What follows belongs to an exercise in optimizing a design on an open flow for small area, a short achievable clock period and few clock cycles per item; a production flow would make more cautious choices. At most, simulation tests tie the RTL to the original design; equivalence was not proved.

==> 10-06: inputs <==
==> flow/design.v <==
module cxu_hexw (
    input  wire         clk,
    input  wire         rst,         
    input  wire         cmd_valid,
    output wire         cmd_ready,
    input  wire [1:0]   layout,      
    input  wire [127:0] x,           
    input  wire         pv,          
    input  wire [31:0]  prec,        
    input  wire [63:0]  first,
    input  wire [63:0]  last,
    output reg          mem_we,
    output wire [63:0]  mem_addr,
    output wire [7:0]   mem_wdata,
    input  wire         mem_ack,
    output reg          done,
    output wire [3:0]   status,
    output reg  [63:0]  cursor
);
    localparam [1:0] S_IDLE = 2'd0;
    localparam [1:0] S_MEAS = 2'd1;      
    localparam [1:0] S_RND  = 2'd2;      
    localparam [1:0] S_EMIT = 2'd3;
    localparam [2:0] P_SIGN  = 3'd0;
    localparam [2:0] P_LEAD  = 3'd1;
    localparam [2:0] P_DOT   = 3'd2;
    localparam [2:0] P_FRAC  = 3'd3;
    localparam [2:0] P_P     = 3'd4;
    localparam [2:0] P_ESIGN = 3'd5;
    localparam [2:0] P_EXP   = 3'd6;
    function ge_k14;
        input [13:0] a;
        input [13:0] k;
        integer i;
        reg r;
        begin
            r = 1'b1;
            for (i = 0; i < 14; i = i + 1)
                r = k[i] ? (a[i] & r) : (a[i] | r);
            ge_k14 = r;
        end
    endfunction
    function lt5;
        input [4:0] a;
        input [4:0] b;
        integer i;
        reg r;
        begin
            r = 1'b0;
            for (i = 0; i < 5; i = i + 1)
                r = (~a[i] & b[i]) | (~(a[i] ^ b[i]) & r);
            lt5 = r;
        end
    endfunction
    function [3:0] a3;
        input [3:0] d;
        case (d)
            4'd5: a3 = 4'd8;
            4'd6: a3 = 4'd9;
            4'd7: a3 = 4'd10;
            4'd8: a3 = 4'd11;
            4'd9: a3 = 4'd12;
            4'd10, 4'd11, 4'd12, 4'd13, 4'd14, 4'd15: a3 = 4'bxxxx;
            default: a3 = d;
        endcase
    endfunction
    function [19:0] to_bcd;
        input [13:0] v;
        integer i;
        reg [19:0] b;
        begin
            b = 20'd0;
            for (i = 13; i >= 0; i = i - 1) begin
                b[3:0]   = a3(b[3:0]);
                b[7:4]   = a3(b[7:4]);
                b[11:8]  = a3(b[11:8]);
                b[15:12] = a3(b[15:12]);
                b = {b[18:0], v[i]};
            end
            to_bcd = b;
        end
    endfunction
    reg [1:0]   st;
    reg [2:0]   pc;
    reg [127:0] xq;
    reg [1:0]   lq;
    reg         pvq;
    reg [31:0]  cq;          
    reg [63:0]  aq;          
    reg [1:0]   stq;
    reg [4:0]   jq;          
    reg         zf;          
    reg [4:0]   tq;          
    reg         up;          
    reg         rg;          
    reg         rupa;        
    reg [2:0]   kq;          
    reg [6:0]   wd;
    wire rdy = (st == S_IDLE);
    assign cmd_ready = rdy;
    assign mem_addr  = aq;
    assign mem_wdata = {1'b0, wd};
    assign status    = {2'b00, stq};
    reg         s, jb, sh;
    reg [4:0]   nn;
    reg [14:0]  ef;
    reg [27:0]  vmask;       
    always @(*) begin
        case (lq)
            2'd0: begin s = xq[31];  ef = {7'd0, xq[30:23]}; jb = |xq[30:23];   sh = 1'b1; nn = 5'd6;  vmask = 28'h000003F; end
            2'd1: begin s = xq[63];  ef = {4'd0, xq[62:52]}; jb = |xq[62:52];   sh = 1'b0; nn = 5'd13; vmask = 28'h0001FFF; end
            2'd2: begin s = xq[79];  ef = xq[78:64];         jb = xq[63];       sh = 1'b1; nn = 5'd16; vmask = 28'h000FFFF; end
            default: begin s = xq[127]; ef = xq[126:112];    jb = |xq[126:112]; sh = 1'b0; nn = 5'd28; vmask = 28'hFFFFFFF; end
        endcase
    end
    wire [14:0] em    = {ef[14:1], ef[0] | (ef == 15'd0)};
    wire        etop  = (lq == 2'd0) ? em[7] : (lq == 2'd1) ? em[10] : em[14];
    wire [13:0] lmask = (lq == 2'd0) ? 14'h007F : (lq == 2'd1) ? 14'h03FF : 14'h3FFF;
    wire [13:0] elow  = em[13:0] & lmask;
    reg  [13:0] ae;
    reg         ecy;
    integer     k;
    always @(*) begin
        ecy = etop;
        for (k = 0; k < 14; k = k + 1) begin
            ae[k] = etop ? (elow[k] ^ ecy) : (~elow[k] & lmask[k]);
            ecy   = ecy & elow[k];
        end
    end
    wire        eneg = !etop && (ae != 14'd0);
    wire [19:0] bcd = to_bcd(ae);
    wire        ge10 = ge_k14(ae, 14'd10);
    wire        ge100 = ge_k14(ae, 14'd100);
    wire        ge1000 = ge_k14(ae, 14'd1000);
    wire        ge10000 = ge_k14(ae, 14'd10000);
    wire [2:0]  nd = ge10000 ? 3'd5 : ge1000 ? 3'd4 : ge100 ? 3'd3 : ge10 ? 3'd2 : 3'd1;
    reg  [3:0]  edig;
    always @(*) begin
        case (kq)
            3'd0: edig = bcd[3:0];
            3'd1: edig = bcd[7:4];
            3'd2: edig = bcd[11:8];
            3'd3: edig = bcd[15:12];
            default: edig = bcd[19:16];
        endcase
    end
    wire [112:0] xe = {xq[111:0], 1'b0};     
    reg  [27:0]  mnz, isf;
    always @(*) begin
        for (k = 0; k < 28; k = k + 1) begin
            if (k < 16) begin
                mnz[k] = (|xq[4*k+2 -: 3]) | (sh ? xe[4*k] : xq[4*k+3]);
                isf[k] = (&xq[4*k+2 -: 3]) & (sh ? xe[4*k] : xq[4*k+3]);
            end else begin
                mnz[k] = |xq[4*k+3 -: 4];
                isf[k] = &xq[4*k+3 -: 4];
            end
        end
    end
    wire [28:0] nzv = {1'b1, (mnz & vmask) | ~vmask};
    reg  [4:0]  tz;
    always @(*) begin
        tz = 5'd28;
        for (k = 27; k >= 0; k = k - 1)
            if (nzv[k]) tz = k[4:0];
    end
    wire        plo  = (cq[31:5] == 27'd0);
    wire        lt   = pvq && plo && lt5(cq[4:0], nn);
    wire [4:0]  dd   = nn - cq[4:0];         
    wire [4:0]  nf0  = nn - tz;
    wire        nfnz = pvq ? (cq != 32'd0) : (tz != nn);
    wire [5:0]  lsml = (pvq ? {5'd0, nfnz} : (nfnz ? {1'b0, nf0} + 6'd1 : 6'd0))
                        + {5'd0, s} + 6'd3 + {3'd0, nd};
    wire [33:0] len   = (pvq ? {2'd0, cq} : 34'd0) + {28'd0, lsml};
    wire [64:0] fd    = {1'b0, cursor} - {1'b0, aq} - {31'd0, len};
    wire        fit   = !fd[64];
    wire [4:0]  ridx = (st == S_MEAS) ? dd - 5'd1 : jq;
    reg  [4:0]  win;
    always @(*) begin
        win = 5'd0;
        for (k = 0; k < 28; k = k + 1)
            if (ridx == k) win = xe[4*k +: 5];
    end
    wire [3:0]  qn = sh ? win[3:0] : win[4:1];
    reg [27:0] keep;         
    reg [4:0]  tc;
    always @(*) begin
        for (k = 0; k < 28; k = k + 1)
            keep[k] = !lt5(k[4:0], dd);
        tc = 5'd31;
        for (k = 27; k >= 0; k = k - 1)
            if (!isf[k] && keep[k] && vmask[k]) tc = k[4:0];
    end
    wire upc  = rupa || (rg && ((dd == nn) ? jb : qn[0]));
    wire cl   = (st == S_RND)  ? (upc && tc == 5'd31) :
                (st == S_EMIT) && up && tq == 5'd31;
    wire [1:0] lead = {1'b0, jb} + {1'b0, cl};
    wire       jlt = lt5(jq, tq);
    wire [3:0] qn1 = {qn[3] ^ (&qn[2:0]), qn[2] ^ (&qn[1:0]), qn[1] ^ qn[0], ~qn[0]};
    wire [3:0] fdig = zf ? 4'd0 :
                      (up && jlt) ? 4'd0 :
                      (up && jq == tq) ? qn1 : qn;
    function [6:0] hexd;
        input [3:0] v;
        hexd = (v[3] & (v[2] | v[1])) ? {3'b110, 1'b0, v[2:0] - 3'd1} : {3'b011, v};
    endfunction
    wire [6:0] byte0 = s ? 7'h2D : hexd({2'b00, lead});
    reg [63:0] anext;
    reg [31:0] cdec;
    reg        acy, cbw;
    always @(*) begin
        acy = 1'b1;
        for (k = 0; k < 32; k = k + 1) begin
            anext[k] = aq[k] ^ acy;
            acy      = acy & aq[k];
        end
        acy = &aq[31:0];
        for (k = 32; k < 64; k = k + 1) begin
            anext[k] = aq[k] ^ acy;
            acy      = acy & aq[k];
        end
        cbw = 1'b1;
        for (k = 0; k < 32; k = k + 1) begin
            cdec[k] = cq[k] ^ cbw;
            cbw     = cbw & ~cq[k];
        end
    end
    always @(posedge clk) begin
        if (rdy) begin
            xq  <= x;
            lq  <= layout;
            pvq <= pv;
            cq  <= prec;
            aq  <= first;
        end
        if (rst) begin
            st     <= S_IDLE;
            mem_we <= 1'b0;
            done   <= 1'b0;
            stq    <= 2'd0;
            cursor <= 64'd0;
        end else begin
            done <= 1'b0;
            case (st)
                S_IDLE: begin
                    if (cmd_valid) begin
                        cursor <= last;
                        st     <= S_MEAS;
                    end
                end
                S_MEAS: begin
                    if (!pvq) cq <= {27'd0, nf0};
                    zf   <= 1'b0;
                    up   <= 1'b0;
                    tq   <= 5'd31;
                    kq   <= nd - 3'd1;
                    rg   <= qn[3];
                    rupa <= qn[3] && ((qn[2:0] != 3'd0) || lt5(tz, ridx));
                    if (!fit) begin
                        stq  <= 2'd2;
                        done <= 1'b1;
                        st   <= S_IDLE;
                    end else if (lt) begin
                        jq <= dd;
                        st <= S_RND;
                    end else begin
                        jq     <= nn - 5'd1;
                        mem_we <= 1'b1;
                        wd     <= byte0;
                        pc     <= s ? P_SIGN : P_LEAD;
                        st     <= S_EMIT;
                    end
                end
                S_RND: begin
                    up     <= upc;
                    tq     <= tc;
                    jq     <= nn - 5'd1;
                    mem_we <= 1'b1;
                    wd     <= byte0;
                    pc     <= s ? P_SIGN : P_LEAD;
                    st     <= S_EMIT;
                end
                default: begin   
                    if (mem_ack) begin
                        aq <= anext;
                        case (pc)
                            P_SIGN: begin
                                pc <= P_LEAD;
                                wd <= hexd({2'b00, lead});
                            end
                            P_LEAD: begin
                                if (cq != 32'd0) begin
                                    pc <= P_DOT;
                                    wd <= 7'h2E;
                                end else begin
                                    pc <= P_P;
                                    wd <= 7'h70;
                                end
                            end
                            P_DOT, P_FRAC: begin
                                if (pc == P_DOT || cq != 32'd0) begin
                                    pc <= P_FRAC;
                                    wd <= hexd(fdig);
                                    cq <= cdec;
                                    jq <= jq - 5'd1;
                                    if (jq == 5'd0) zf <= 1'b1;
                                end else begin
                                    pc <= P_P;
                                    wd <= 7'h70;
                                end
                            end
                            P_P: begin
                                pc <= P_ESIGN;
                                wd <= eneg ? 7'h2D : 7'h2B;
                            end
                            default: begin   
                                if (pc == P_EXP && kq == 3'd7) begin
                                    mem_we <= 1'b0;
                                    done   <= 1'b1;
                                    stq    <= 2'd1;
                                    cursor <= anext;
                                    st     <= S_IDLE;
                                end else begin
                                    pc <= P_EXP;
                                    wd <= {3'b011, edig};
                                    kq <= kq - 3'd1;
                                end
                            end
                        endcase
                    end
                end
            endcase
        end
    end
endmodule
==> flow/flow/run.sh <==
#!/bin/bash
# Standard layout, with the timing repair steps asked to aim for a large setup slack
# (the clock and I/O constraints are unchanged).
set -euo pipefail
export SETUP_SLACK_MARGIN=${MARGIN:-30}
bash standard.sh > standard.log 2>&1
==> flow/standard.sh <==
#!/bin/bash
# synth_recipe.tcl (not shown) runs the flow's synth.tcl, then flattens the netlist and writes it again
# the make line also repeats each setting of config.mk as NAME=value (left out here)
make -C /OpenROAD-flow-scripts/flow DESIGN_CONFIG=/design/flow/config.mk WORK_HOME=/design/flow/orfs CLKGATE_MAP_FILE= SYNTH_SCRIPT=/design/flow/synth_recipe.tcl "${@:-finish}"
==> flow/config.mk <==
export PLATFORM = sky130hd
export DESIGN_NAME = cxu_hexw
export DESIGN_NICKNAME = cxu_hexw
export VERILOG_FILES = /design/flow/design.v
export SDC_FILE = /design/flow/constraint.sdc
export NUM_CORES = 4
export LEC_CHECK = 0
export ABC_AREA = 1
export CAP_MARGIN = 20
export CORE_MARGIN = 2
export CORE_UTILIZATION = 55
export SLEW_MARGIN = 20
==> flow/constraint.sdc <==
create_clock -name core_clock -period 40.0 [get_ports {clk}]
set_input_delay 8.0000 -clock core_clock [delete_from_list [all_inputs] [get_ports {clk}]]
set_output_delay 8.0000 -clock core_clock [all_outputs]
set_load 0.01 [all_outputs]
==> 09-11: changes against 10-06 <==
==> flow/design.v, changed modules only <==
module cxu_hexw (
    input  wire         clk,
    input  wire         rst,         
    input  wire         cmd_valid,
    output wire         cmd_ready,
    input  wire [1:0]   layout,      
    input  wire [127:0] x,           
    input  wire         pv,          
    input  wire [31:0]  prec,        
    input  wire [63:0]  first,
    input  wire [63:0]  last,
    output reg          mem_we,
    output wire [63:0]  mem_addr,
    output wire [7:0]   mem_wdata,
    input  wire         mem_ack,
    output reg          done,
    output wire [3:0]   status,
    output reg  [63:0]  cursor
);
    localparam [1:0] S_IDLE = 2'd0;
    localparam [1:0] S_MEAS = 2'd1;      
    localparam [1:0] S_RND  = 2'd2;      
    localparam [1:0] S_EMIT = 2'd3;
    localparam [2:0] P_SIGN  = 3'd0;
    localparam [2:0] P_LEAD  = 3'd1;
    localparam [2:0] P_DOT   = 3'd2;
    localparam [2:0] P_FRAC  = 3'd3;
    localparam [2:0] P_P     = 3'd4;
    localparam [2:0] P_ESIGN = 3'd5;
    localparam [2:0] P_EXP   = 3'd6;
    function ge_k14;
        input [13:0] a;
        input [13:0] k;
        integer i;
        reg r;
        begin
            r = 1'b1;
            for (i = 0; i < 14; i = i + 1)
                r = k[i] ? (a[i] & r) : (a[i] | r);
            ge_k14 = r;
        end
    endfunction
    function ge_k15;
        input [14:0] a;
        input [14:0] k;
        integer i;
        reg r;
        begin
            r = 1'b1;
            for (i = 0; i < 15; i = i + 1)
                r = k[i] ? (a[i] & r) : (a[i] | r);
            ge_k15 = r;
        end
    endfunction
    function lt5;
        input [4:0] a;
        input [4:0] b;
        integer i;
        reg r;
        begin
            r = 1'b0;
            for (i = 0; i < 5; i = i + 1)
                r = (~a[i] & b[i]) | (~(a[i] ^ b[i]) & r);
            lt5 = r;
        end
    endfunction
    function [3:0] a3;
        input [3:0] d;
        case (d)
            4'd5: a3 = 4'd8;
            4'd6: a3 = 4'd9;
            4'd7: a3 = 4'd10;
            4'd8: a3 = 4'd11;
            4'd9: a3 = 4'd12;
            4'd10, 4'd11, 4'd12, 4'd13, 4'd14, 4'd15: a3 = 4'bxxxx;
            default: a3 = d;
        endcase
    endfunction
    function [19:0] to_bcd;
        input [13:0] v;
        integer i;
        reg [19:0] b;
        begin
            b = 20'd0;
            for (i = 13; i >= 0; i = i - 1) begin
                b[3:0]   = a3(b[3:0]);
                b[7:4]   = a3(b[7:4]);
                b[11:8]  = a3(b[11:8]);
                b[15:12] = a3(b[15:12]);
                b = {b[18:0], v[i]};
            end
            to_bcd = b;
        end
    endfunction
    reg [1:0]   st;
    reg [2:0]   pc;
    reg [127:0] xq;
    reg [3:0]   lq;          
    reg         shq;         
    reg         rdyq;        
    reg         pvq;
    reg [31:0]  cq;          
    reg [63:0]  aq;          
    reg [1:0]   stq;
    reg [4:0]   jq;          
    reg         zf;          
    reg [4:0]   tq;          
    reg         up;          
    reg         rg;          
    reg         rupa;        
    reg [2:0]   kq;          
    reg [6:0]   wd;
    wire rdy = (st == S_IDLE);     
    assign cmd_ready = rdyq;
    assign mem_addr  = cursor;
    assign mem_wdata = {1'b0, wd};
    assign status    = {2'b00, stq};
    wire        sh = shq;
    wire        s  = (lq[0] & xq[31]) | (lq[1] & xq[63]) | (lq[2] & xq[79]) | (lq[3] & xq[127]);
    wire        jb = (lq[0] & (|xq[30:23])) | (lq[1] & (|xq[62:52])) | (lq[2] & xq[63]) |
                     (lq[3] & (|xq[126:112]));
    wire [14:0] ef = ({15{lq[0]}} & {7'd0, xq[30:23]}) | ({15{lq[1]}} & {4'd0, xq[62:52]}) |
                     ({15{lq[2]}} & xq[78:64]) | ({15{lq[3]}} & xq[126:112]);
    wire [4:0]  nn = ({5{lq[0]}} & 5'd6) | ({5{lq[1]}} & 5'd13) | ({5{lq[2]}} & 5'd16) | ({5{lq[3]}} & 5'd28);
    wire [27:0] vmask = {{12{lq[3]}}, {3{lq[3] | lq[2]}}, lq[3] | lq[2] | lq[1],
                         {6{~lq[0]}}, 6'h3F};    
    wire [14:0] em    = {ef[14:1], ef[0] | (ef == 15'd0)};
    wire        etop  = (lq[0] & em[7]) | (lq[1] & em[10]) | ((lq[2] | lq[3]) & em[14]);
    wire [13:0] lmask = {{4{lq[2] | lq[3]}}, {3{~lq[0]}}, 7'h7F};
    wire [13:0] elow  = em[13:0] & lmask;
    reg  [13:0] ae;
    reg         ecy;
    integer     k;
    always @(*) begin
        ecy = etop;
        for (k = 0; k < 14; k = k + 1) begin
            ae[k] = etop ? (elow[k] ^ ecy) : (~elow[k] & lmask[k]);
            ecy   = ecy & elow[k];
        end
    end
    wire        eneg = !etop && (ae != 14'd0);
    wire [19:0] bcd = to_bcd(ae);
    wire [14:0] e8 = {7'd0, xq[30:23]};
    wire [14:0] e11 = {4'd0, xq[62:52]};
    wire [14:0] e15 = lq[2] ? xq[78:64] : xq[126:112];
    wire        ge10 = (lq[0] & (ge_k15(e8, 137) | ~ge_k15(e8, 118))) |
                       (lq[1] & (ge_k15(e11, 1033) | ~ge_k15(e11, 1014))) |
                       (~lq[0] & ~lq[1] & (ge_k15(e15, 16393) | ~ge_k15(e15, 16374)));
    wire        ge100 = (lq[0] & (ge_k15(e8, 227) | ~ge_k15(e8, 28))) |
                        (lq[1] & (ge_k15(e11, 1123) | ~ge_k15(e11, 924))) |
                        (~lq[0] & ~lq[1] & (ge_k15(e15, 16483) | ~ge_k15(e15, 16284)));
    wire        ge1000 = (lq[1] & (ge_k15(e11, 2023) | ~ge_k15(e11, 24))) |
                         (~lq[0] & ~lq[1] & (ge_k15(e15, 17383) | ~ge_k15(e15, 15384)));
    wire        ge10000 = ~lq[0] & ~lq[1] & (ge_k15(e15, 26383) | ~ge_k15(e15, 6384));
    wire [2:0]  nd = ge10000 ? 3'd5 : ge1000 ? 3'd4 : ge100 ? 3'd3 : ge10 ? 3'd2 : 3'd1;
    reg  [3:0]  edig;
    always @(*) begin
        case (kq)
            3'd0: edig = bcd[3:0];
            3'd1: edig = bcd[7:4];
            3'd2: edig = bcd[11:8];
            3'd3: edig = bcd[15:12];
            default: edig = bcd[19:16];
        endcase
    end
    wire [112:0] xe = {xq[111:0], 1'b0};     
    reg  [27:0]  mnz, isf;
    always @(*) begin
        for (k = 0; k < 28; k = k + 1) begin
            if (k < 16) begin
                mnz[k] = (|xq[4*k+2 -: 3]) | (sh ? xe[4*k] : xq[4*k+3]);
                isf[k] = (&xq[4*k+2 -: 3]) & (sh ? xe[4*k] : xq[4*k+3]);
            end else begin
                mnz[k] = |xq[4*k+3 -: 4];
                isf[k] = &xq[4*k+3 -: 4];
            end
        end
    end
    wire [28:0] nzv = {1'b1, (mnz & vmask) | ~vmask};
    reg  [4:0]  tz;
    always @(*) begin
        tz = 5'd28;
        for (k = 27; k >= 0; k = k - 1)
            if (nzv[k]) tz = k[4:0];
    end
    wire        plo  = (cq[31:5] == 27'd0);
    wire        lt   = pvq && plo && lt5(cq[4:0], nn);
    wire [4:0]  dd   = nn - cq[4:0];         
    wire [4:0]  nf0  = nn - tz;
    wire [4:0]  tzm1 = tz - 5'd1;
    wire        nfnz = pvq ? (cq != 32'd0) : (tz != nn);
    wire [5:0]  lsml = (pvq ? {5'd0, nfnz} : (nfnz ? {1'b0, nf0} + 6'd1 : 6'd0))
                        + {5'd0, s} + 6'd3 + {3'd0, nd};
    wire [33:0] len   = (pvq ? {2'd0, cq} : 34'd0) + {28'd0, lsml};
    reg  [63:0] fs, fk;
    reg         fcy;
    always @(*) begin
        for (k = 0; k < 64; k = k + 1) begin
            if (k < 34) begin
                fs[k] = cursor[k] ^ len[k] ^ ~aq[k];
                fk[k] = (cursor[k] & len[k]) | ((cursor[k] | len[k]) & ~aq[k]);
            end else begin
                fs[k] = cursor[k] ^ ~aq[k];
                fk[k] = cursor[k] & ~aq[k];
            end
        end
        fcy = 1'b0;
        for (k = 0; k < 64; k = k + 1)
            fcy = (fs[k] & ((k == 0) ? 1'b0 : fk[k-1])) | ((fs[k] | ((k == 0) ? 1'b0 : fk[k-1])) & fcy);
        fcy = fcy | fk[63];
    end
    wire        fit   = !fcy;
    wire [4:0]  ridx = (st == S_MEAS) ? dd - 5'd1 : jq;
    reg  [4:0]  win;
    always @(*) begin
        win = 5'd0;
        for (k = 0; k < 28; k = k + 1)
            if (ridx == k) win = xe[4*k +: 5];
    end
    wire [3:0]  qn = sh ? win[3:0] : win[4:1];
    reg [27:0] keep;         
    reg [4:0]  tc;
    always @(*) begin
        for (k = 0; k < 28; k = k + 1)
            keep[k] = !lt5(k[4:0], dd);
        tc = 5'd31;
        for (k = 27; k >= 0; k = k - 1)
            if (!isf[k] && keep[k] && vmask[k]) tc = k[4:0];
    end
    wire upc  = rupa || (rg && ((dd == nn) ? jb : qn[0]));
    wire cl   = (st == S_RND)  ? (upc && tc == 5'd31) :
                (st == S_EMIT) && up && tq == 5'd31;
    wire [1:0] lead = {1'b0, jb} + {1'b0, cl};
    wire       jlt = lt5(jq, tq);
    wire [3:0] qn1 = {qn[3] ^ (&qn[2:0]), qn[2] ^ (&qn[1:0]), qn[1] ^ qn[0], ~qn[0]};
    wire [3:0] fdig = zf ? 4'd0 :
                      (up && jlt) ? 4'd0 :
                      (up && jq == tq) ? qn1 : qn;
    function [6:0] hexd;
        input [3:0] v;
        hexd = (v[3] & (v[2] | v[1])) ? {3'b110, 1'b0, v[2:0] - 3'd1} : {3'b011, v};
    endfunction
    wire       fmore = pvq ? (cq != 32'd0) : (jq != tzm1);
    wire [6:0] byte0 = s ? 7'h2D : hexd({2'b00, lead});
    reg [63:0] anext;
    reg [31:0] cdec;
    reg        acy, cbw;
    always @(*) begin
        acy = 1'b1;
        for (k = 0; k < 32; k = k + 1) begin
            anext[k] = cursor[k] ^ acy;
            acy      = acy & cursor[k];
        end
        acy = &cursor[31:0];
        for (k = 32; k < 64; k = k + 1) begin
            anext[k] = cursor[k] ^ acy;
            acy      = acy & cursor[k];
        end
        cbw = 1'b1;
        for (k = 0; k < 32; k = k + 1) begin
            cdec[k] = cq[k] ^ cbw;
            cbw     = cbw & ~cq[k];
        end
    end
    always @(posedge clk) begin
        if (rdy) begin
            xq  <= x;
            lq  <= {layout == 2'd3, layout == 2'd2, layout == 2'd1, layout == 2'd0};
            shq <= ~layout[0];
            pvq <= pv;
            aq  <= last;
        end
        if (rdy)
            cq <= prec;
        else if (st == S_EMIT && mem_ack && (pc == P_DOT || pc == P_FRAC) && fmore)
            cq <= cdec;
        if (rst) begin
            st     <= S_IDLE;
            rdyq   <= 1'b1;
            mem_we <= 1'b0;
            done   <= 1'b0;
            stq    <= 2'd0;
            cursor <= 64'd0;
        end else begin
            done <= 1'b0;
            case (st)
                S_IDLE: begin
                    if (cmd_valid && rdyq) begin
                        cursor <= first;
                        rdyq   <= 1'b0;
                        st     <= S_MEAS;
                    end
                end
                S_MEAS: begin
                    zf   <= 1'b0;
                    up   <= 1'b0;
                    tq   <= 5'd31;
                    kq   <= nd - 3'd1;
                    rg   <= qn[3];
                    rupa <= qn[3] && ((qn[2:0] != 3'd0) || lt5(tz, ridx));
                    if (!fit) begin
                        stq    <= 2'd2;
                        cursor <= aq;
                        done   <= 1'b1;
                        rdyq   <= 1'b1;
                        st     <= S_IDLE;
                    end else if (lt) begin
                        jq <= dd;
                        st <= S_RND;
                    end else begin
                        jq     <= nn - 5'd1;
                        mem_we <= 1'b1;
                        wd     <= byte0;
                        pc     <= s ? P_SIGN : P_LEAD;
                        st     <= S_EMIT;
                    end
                end
                S_RND: begin
                    up     <= upc;
                    tq     <= tc;
                    jq     <= nn - 5'd1;
                    mem_we <= 1'b1;
                    wd     <= byte0;
                    pc     <= s ? P_SIGN : P_LEAD;
                    st     <= S_EMIT;
                end
                default: begin   
                    if (mem_ack) begin
                        cursor <= anext;
                        case (pc)
                            P_SIGN: begin
                                pc <= P_LEAD;
                                wd <= hexd({2'b00, lead});
                            end
                            P_LEAD: begin
                                if (pvq ? (cq != 32'd0) : (tz != nn)) begin
                                    pc <= P_DOT;
                                    wd <= 7'h2E;
                                end else begin
                                    pc <= P_P;
                                    wd <= 7'h70;
                                end
                            end
                            P_DOT, P_FRAC: begin
                                if (fmore) begin
                                    pc <= P_FRAC;
                                    wd <= hexd(fdig);
                                    jq <= jq - 5'd1;
                                    if (jq == 5'd0) zf <= 1'b1;
                                end else begin
                                    pc <= P_P;
                                    wd <= 7'h70;
                                end
                            end
                            P_P: begin
                                pc <= P_ESIGN;
                                wd <= eneg ? 7'h2D : 7'h2B;
                            end
                            default: begin   
                                if (pc == P_EXP && kq == 3'd7) begin
                                    mem_we <= 1'b0;
                                    done   <= 1'b1;
                                    stq    <= 2'd1;
                                    rdyq   <= 1'b1;
                                    st     <= S_IDLE;
                                end else begin
                                    pc <= P_EXP;
                                    wd <= {3'b011, edig};
                                    kq <= kq - 3'd1;
                                end
                            end
                        endcase
                    end
                end
            endcase
        end
    end
endmodule
==> flow/run.sh (new file) <==
#!/bin/bash
# synth_recipe.tcl (not shown) runs the flow's synth.tcl, then flattens the netlist and writes it again
# the make line also repeats each setting of config.mk as NAME=value (left out here)
make -C /OpenROAD-flow-scripts/flow DESIGN_CONFIG=/design/flow/config.mk WORK_HOME=/design/flow/orfs CLKGATE_MAP_FILE= SYNTH_SCRIPT=/design/flow/synth_recipe.tcl finish
removed: flow/flow/run.sh
removed: flow/standard.sh
==> qor summary <==
metric                                                                     09-11                    10-06
Outcome                                                  complete, no violations  complete, no violations
Area growth from synthesis to layout                                       22.6%                    27.1%
Setup slack on the worst flop-to-flop path                              26.27 ns                 30.39 ns
Non-clock buffering overhead in the final layout                           14.6%                    15.0%
Seq Cell Count                                                               327                      323
Kind of start point of the critical path                                    flop               input port
Post-synth EDFFs                                                             256                      157
Setup Slack @ Placement                                                 26.24 ns                 28.40 ns
Wire length reported by the detailed router                             78900 µm                 86400 µm
Initial Util                                                               55.4%                    55.8%
Final estimated routing congestion in global placement                     0.957                     1.03
Worst Path Required                                                     40.44 ns                 40.48 ns
Global-route met3 utilization                                              5.38%                    5.47%
Beginning of the worst register-to-register path                           lq[3]                    lq[0]
Proportion of synthesized chip area in sequential cells                    36.5%                    31.7%
Synth top area share                                                       30.8%                    18.6%
Buf+Inv Stages, Crit Path                                                     11                        4
Setup bufs post-CTS                                                            0                        7
Routed vias                                                                24200                    26300
Cell Count Post-Placement                                                   4164                     4456
Starting DRT DRC Count                                                      2374                     2688
Testbench counts of 09-11, summed over its fixed seeds: cycles 54,462, items 3,200.
Only the layout flow was run in 10-06; the RTL was not checked for function there.

-- port drivers added, routing unchanged --
Ports are ideal in the flow. The routed layouts listed here were re-timed in OpenROAD.
Step 1 (the two cells are an assumption about what drives the block):
set clk [get_ports {clk}]
set_driving_cell -lib_cell sky130_fd_sc_hd__clkbuf_16 $clk
set_driving_cell -lib_cell sky130_fd_sc_hd__buf_2 [delete_from_list [all_inputs] $clk]
Step 2 moves the port delays by t, midway between the first and last clock arrival at a register: inputs arrive t later, outputs are due t later. That takes back most of the time a late clock gives input paths.
Three values: no drivers, after step 1, after step 2; two values: the first two.
| run | t (ns) | setup slack, ns | hold slack, ns | worst setup path after step 2 | clock arrival spread, ns |
|---|---|---|---|---|---|
| 10-06 | 0.621 | 30.144 / 30.158 / 29.537 | 0.481 / 0.481 / 0.481 | input to register | 0.017 / 0.018 |
| 09-11 | 0.618 | 26.272 / 26.272 / 26.272 | 0.457 / 0.457 / 0.457 | register to register | 0.024 / 0.024 |
After both steps every run listed still meets setup and hold. For 10-06, which loses most, drivers alone change the setup slack by +0.014 ns; drivers and shift together by -0.607 ns.
